This is an optimization exercise on Yosys and OpenROAD, whose aim is small area, not a production implementation. Only simulation tests tie the RTL to the original design; equivalence was not proved. Power is estimated from default activity; no workload was simulated.

Setup of the baseline:
==> module sid_env, before the edit <==
module sid_env (
    input  wire       clk,
    input  wire       rst,
    input  wire       tick,       
    input  wire       wr_ctrl,
    input  wire       wr_ad,
    input  wire       wr_sr,
    input  wire [7:0] wd,         
    output reg  [7:0] level
);
    reg [14:0] rate_counter;
    reg [4:0]  exp_counter;
    reg [2:0]  exp_code;      
    reg [3:0]  attack, decay, sustain, rel;
    reg        gate;
    reg        att;
    reg        hold_zero;
    function [14:0] rate_m1;
        input [3:0] idx;
        case (idx)
            4'd0:  rate_m1 = 15'h0080;   
            4'd1:  rate_m1 = 15'h0005;   
            4'd2:  rate_m1 = 15'h0022;   
            4'd3:  rate_m1 = 15'h02A8;   
            4'd4:  rate_m1 = 15'h30A0;   
            4'd5:  rate_m1 = 15'h54FF;   
            4'd6:  rate_m1 = 15'h2400;   
            4'd7:  rate_m1 = 15'h3809;   
            4'd8:  rate_m1 = 15'h1B1B;   
            4'd9:  rate_m1 = 15'h0333;   
            4'd10: rate_m1 = 15'h146C;   
            4'd11: rate_m1 = 15'h3564;   
            4'd12: rate_m1 = 15'h2460;   
            4'd13: rate_m1 = 15'h0C13;   
            4'd14: rate_m1 = 15'h4D37;   
            default: rate_m1 = 15'h4FDA;   
        endcase
    endfunction
    wire [3:0]  rate_idx  = !gate ? rel : (att ? attack : decay);
    wire [15:0] rate_dec;
    wire [14:0] rate_tgt;
    genvar k;
    generate
        for (k = 0; k < 16; k = k + 1) begin : rdec
            assign rate_dec[k] = (rate_idx == k);
        end
    endgenerate
    assign rate_tgt[0] = rate_dec[1] | rate_dec[5] | rate_dec[7] | rate_dec[8] | rate_dec[9] | rate_dec[13] | rate_dec[14];
    assign rate_tgt[1] = rate_dec[2] | rate_dec[5] | rate_dec[8] | rate_dec[9] | rate_dec[13] | rate_dec[14] | rate_dec[15];
    assign rate_tgt[2] = rate_dec[1] | rate_dec[5] | rate_dec[10] | rate_dec[11] | rate_dec[14];
    assign rate_tgt[3] = rate_dec[3] | rate_dec[5] | rate_dec[7] | rate_dec[8] | rate_dec[10] | rate_dec[15];
    assign rate_tgt[4] = rate_dec[5] | rate_dec[8] | rate_dec[9] | rate_dec[13] | rate_dec[14] | rate_dec[15];
    assign rate_tgt[5] = rate_dec[2] | rate_dec[3] | rate_dec[4] | rate_dec[5] | rate_dec[9] | rate_dec[10] | rate_dec[11] | rate_dec[12] | rate_dec[14];
    assign rate_tgt[6] = rate_dec[5] | rate_dec[10] | rate_dec[11] | rate_dec[12] | rate_dec[15];
    assign rate_tgt[7] = rate_dec[0] | rate_dec[3] | rate_dec[4] | rate_dec[5] | rate_dec[15];
    assign rate_tgt[8] = rate_dec[8] | rate_dec[9] | rate_dec[11] | rate_dec[14] | rate_dec[15];
    assign rate_tgt[9] = rate_dec[3] | rate_dec[8] | rate_dec[9] | rate_dec[15];
    assign rate_tgt[10] = rate_dec[5] | rate_dec[6] | rate_dec[10] | rate_dec[11] | rate_dec[12] | rate_dec[13] | rate_dec[14] | rate_dec[15];
    assign rate_tgt[11] = rate_dec[7] | rate_dec[8] | rate_dec[13] | rate_dec[14] | rate_dec[15];
    assign rate_tgt[12] = rate_dec[4] | rate_dec[5] | rate_dec[7] | rate_dec[8] | rate_dec[10] | rate_dec[11];
    assign rate_tgt[13] = rate_dec[4] | rate_dec[6] | rate_dec[7] | rate_dec[11] | rate_dec[12];
    assign rate_tgt[14] = rate_dec[5] | rate_dec[14] | rate_dec[15];
    wire        rate_step = (rate_counter == rate_tgt);
    wire        rc_zero   = (rate_counter == 15'd0);
    wire [14:0] rc_next   = {rate_counter[13:0],
                             rate_counter[14] ^ rate_counter[13] ^ rc_zero};
    reg exp_hit;
    always @(*) begin
        case (exp_code)
            3'd0:    exp_hit = 1'b1;
            3'd1:    exp_hit = exp_counter[0];
            3'd2:    exp_hit = &exp_counter[1:0];
            3'd3:    exp_hit = &exp_counter[2:0];
            3'd4:    exp_hit = &exp_counter[3:0];
            default: exp_hit = exp_counter[4] & exp_counter[3] & exp_counter[2] & exp_counter[0];
        endcase
    end
    wire up       = gate && att;
    wire exp_step = up || exp_hit;
    wire rstep    = tick && rate_step;          
    wire [4:0] ec_c;
    wire [4:0] ec_inc;
    assign ec_c[0] = rstep;
    genvar i;
    generate
        for (i = 0; i < 5; i = i + 1) begin : ec_add
            if (i < 4)
                sid_ha u_ha (.a(exp_counter[i]), .b(ec_c[i]), .s(ec_inc[i]), .co(ec_c[i + 1]));
            else
                assign ec_inc[i] = exp_counter[i] ^ ec_c[i];
        end
    endgenerate
    wire       at_sus = (level == {sustain, sustain});
    wire       hold   = !up && gate && at_sus;
    wire [7:0] tgl;    
    assign tgl[0] = 1'b1;
    generate
        for (i = 1; i < 8; i = i + 1) begin : lv
            assign tgl[i] = tgl[i - 1] && (level[i - 1] == up);
        end
    endgenerate
    wire [7:0] level_act = hold ? level : level ^ tgl;
    wire estep  = rstep && exp_step;             
    wire act    = estep && !hold_zero;           
    wire lv_ff  = (level_act == 8'hFF);
    wire lv_00  = (level_act == 8'h00);
    reg  [2:0] code_new;
    reg        code_set;
    always @(*) begin
        code_set = 1'b1;
        case (level_act)
            8'hFF:   code_new = 3'd0;
            8'h5D:   code_new = 3'd1;
            8'h36:   code_new = 3'd2;
            8'h1A:   code_new = 3'd3;
            8'h0E:   code_new = 3'd4;
            8'h06:   code_new = 3'd5;
            8'h00:   code_new = 3'd0;
            default: begin code_new = 3'd0; code_set = 1'b0; end
        endcase
    end
    wire gate_on = wr_ctrl && wd[0] && !gate;
    always @(posedge clk) begin
        if (wr_ad || rst) begin
            attack <= wd[7:4];
            decay  <= wd[3:0];
        end
        if (wr_sr || rst) begin
            sustain <= wd[7:4];
            rel     <= wd[3:0];
        end
        if (wr_ctrl || rst)
            gate <= wd[0];
        if (rst || gate_on || (act && up && lv_ff))
            att <= gate_on;
        if (rst || gate_on || (act && lv_00))
            hold_zero <= !gate_on;
        if (tick || rst)
            rate_counter <= rc_next & {15{!(rst || rate_step)}};
        exp_counter <= ec_inc & {5{!(rst || (rstep && exp_step))}};
        if (act || rst)
            level <= level_act & {8{!rst}};
        if ((act && code_set) || rst)
            exp_code <= code_new & {3{!rst}};
    end
endmodule
==> flow/config.mk <==
export PLATFORM = sky130hd
export DESIGN_NAME = sid_voices
export DESIGN_NICKNAME = sid_voices
export VERILOG_FILES = /design/flow/design.v
export SDC_FILE = /design/flow/constraint.sdc
export NUM_CORES = 4
export LEC_CHECK = 0
export CAP_MARGIN = 20
export CORE_MARGIN = 2
export CORE_UTILIZATION = 70
export CTS_CLUSTER_DIAMETER = 150
export CTS_CLUSTER_SIZE = 25
export SETUP_SLACK_MARGIN = 0.2
export SLEW_MARGIN = 20
export SYNTH_HIERARCHICAL = 1
==> flow/constraint.sdc <==
create_clock -name core_clock -period 13.0 [get_ports {clk}]
set_input_delay 2.6000 -clock core_clock [delete_from_list [all_inputs] [get_ports {clk}]]
set_output_delay 2.6000 -clock core_clock [all_outputs]
set_load 0.01 [all_outputs]
standard.sh (not shown) runs the stock make flow with config.mk's settings and CLKGATE_MAP_FILE= SYNTH_SCRIPT=/design/flow/synth_recipe.tcl, a recipe that flattens the netlist after the stock synthesis.
==> flow/flow/run.sh <==
#!/bin/bash
set -euo pipefail
HERE=$(pwd)
FLOWDIR=$HERE/flow

# synthesis script: ORFS's synth.tcl with abc_args pointing at our script
sed "s#^source \$::env(SCRIPTS_DIR)/synth_preamble.tcl\$#&\nlset abc_args 1 $FLOWDIR/abc_area.script#" \
    "$FLOW_HOME/scripts/synth.tcl" > "$HERE/area_synth_core.tcl"
grep -q "lset abc_args 1 $FLOWDIR/abc_area.script" "$HERE/area_synth_core.tcl"
sed "s#source \$::env(SCRIPTS_DIR)/synth.tcl#source $HERE/area_synth_core.tcl#" \
    "$HERE/synth_recipe.tcl" > "$HERE/area_synth.tcl"
grep -q "area_synth_core.tcl" "$HERE/area_synth.tcl"

# standard.sh with our synthesis script
sed "s#SYNTH_SCRIPT=[^ ]*#SYNTH_SCRIPT=$HERE/area_synth.tcl#" "$HERE/standard.sh" > "$HERE/area_standard.sh"
grep -q "SYNTH_SCRIPT=$HERE/area_synth.tcl" "$HERE/area_standard.sh"

bash "$HERE/area_standard.sh" \
    "BUFFER_PORTS_ARGS=-buffer_cell sky130_fd_sc_hd__buf_1" \
    finish > "$HERE/flow_make.log" 2>&1
==> flow/flow/abc_area.script <==
strash
dch -f
amap
topo
stime -c
Input changes introduced in the candidate (baseline for comparison: the baseline):
--- a/flow/design.v
+++ b/flow/design.v
@@ -126,10 +126,11 @@
     input  wire       wr_sr,
     input  wire [7:0] wd,         
     output reg  [7:0] level
 );
     reg [14:0] rate_counter;
+    localparam [14:0] RC_ZERO = 15'h4000;    
     reg [4:0]  exp_counter;
     reg [2:0]  exp_code;      
     reg [3:0]  attack, decay, sustain, rel;
     reg        gate;
     reg        att;
@@ -178,13 +179,12 @@
     assign rate_tgt[11] = rate_dec[7] | rate_dec[8] | rate_dec[13] | rate_dec[14] | rate_dec[15];
     assign rate_tgt[12] = rate_dec[4] | rate_dec[5] | rate_dec[7] | rate_dec[8] | rate_dec[10] | rate_dec[11];
     assign rate_tgt[13] = rate_dec[4] | rate_dec[6] | rate_dec[7] | rate_dec[11] | rate_dec[12];
     assign rate_tgt[14] = rate_dec[5] | rate_dec[14] | rate_dec[15];
     wire        rate_step = (rate_counter == rate_tgt);
-    wire        rc_zero   = (rate_counter == 15'd0);
     wire [14:0] rc_next   = {rate_counter[13:0],
-                             rate_counter[14] ^ rate_counter[13] ^ rc_zero};
+                             rate_counter[14] ^ rate_counter[13]};
     reg exp_hit;
     always @(*) begin
         case (exp_code)
             3'd0:    exp_hit = 1'b1;
             3'd1:    exp_hit = exp_counter[0];
@@ -253,11 +253,11 @@
         if (rst || gate_on || (act && up && lv_ff))
             att <= gate_on;
         if (rst || gate_on || (act && lv_00))
             hold_zero <= !gate_on;
         if (tick || rst)
-            rate_counter <= rc_next & {15{!(rst || rate_step)}};
+            rate_counter <= (rst || rate_step) ? RC_ZERO : rc_next;
         exp_counter <= ec_inc & {5{!(rst || (rstep && exp_step))}};
         if (act || rst)
             level <= level_act & {8{!rst}};
         if ((act && code_set) || rst)
             exp_code <= code_new & {3{!rst}};
==> comparison <==
The candidate ended with every stage complete and zero timing, DRC or antenna violations. There was hardly any difference in count of placed standard cells in the final layout, fillers left out between the baseline and the candidate. Compared with the baseline, in the candidate antenna diode count +2; post-layout total power -about 2%. Lower proportion of synthesized chip area in sequential cells goes to the baseline over the candidate. The candidate and the baseline ended up with roughly the same core utilization. The candidate against the baseline: worst setup slack moved up; sequential share of layout area closely matched the old numbers. Sort the candidate and the baseline by power density over cell area, descending, and the baseline comes first. The faster design of the two is the candidate; the baseline tops out lower.

separate check: timing with driven ports:
How much do the figures lean on ideal ports? The routed layouts below were timed once more, with nothing changed but the port constraints.
Step 1 assumes that a clkbuf_16 drives the clock port and a buf_2 every other input.
Step 2 also shifts input and output timing later by t, the mid clock arrival at the registers, as if the neighbouring blocks saw the same clock.
a / b / c = ideal / step 1 / step 2; a / b = the first two.
run	t, ns	setup WS [ns]	worst setup path after step 2	clock arrival spread, ns	worst register clock-pin slew, ns
the baseline	0.637	0.788 / 0.727 / 1.364	register to output	0.020 / 0.020	0.11 / 0.11
the candidate	0.620	0.843 / 0.785 / 1.405	register to output	0.066 / 0.066	0.12 / 0.12
After both steps setup and hold are still met in every run listed.
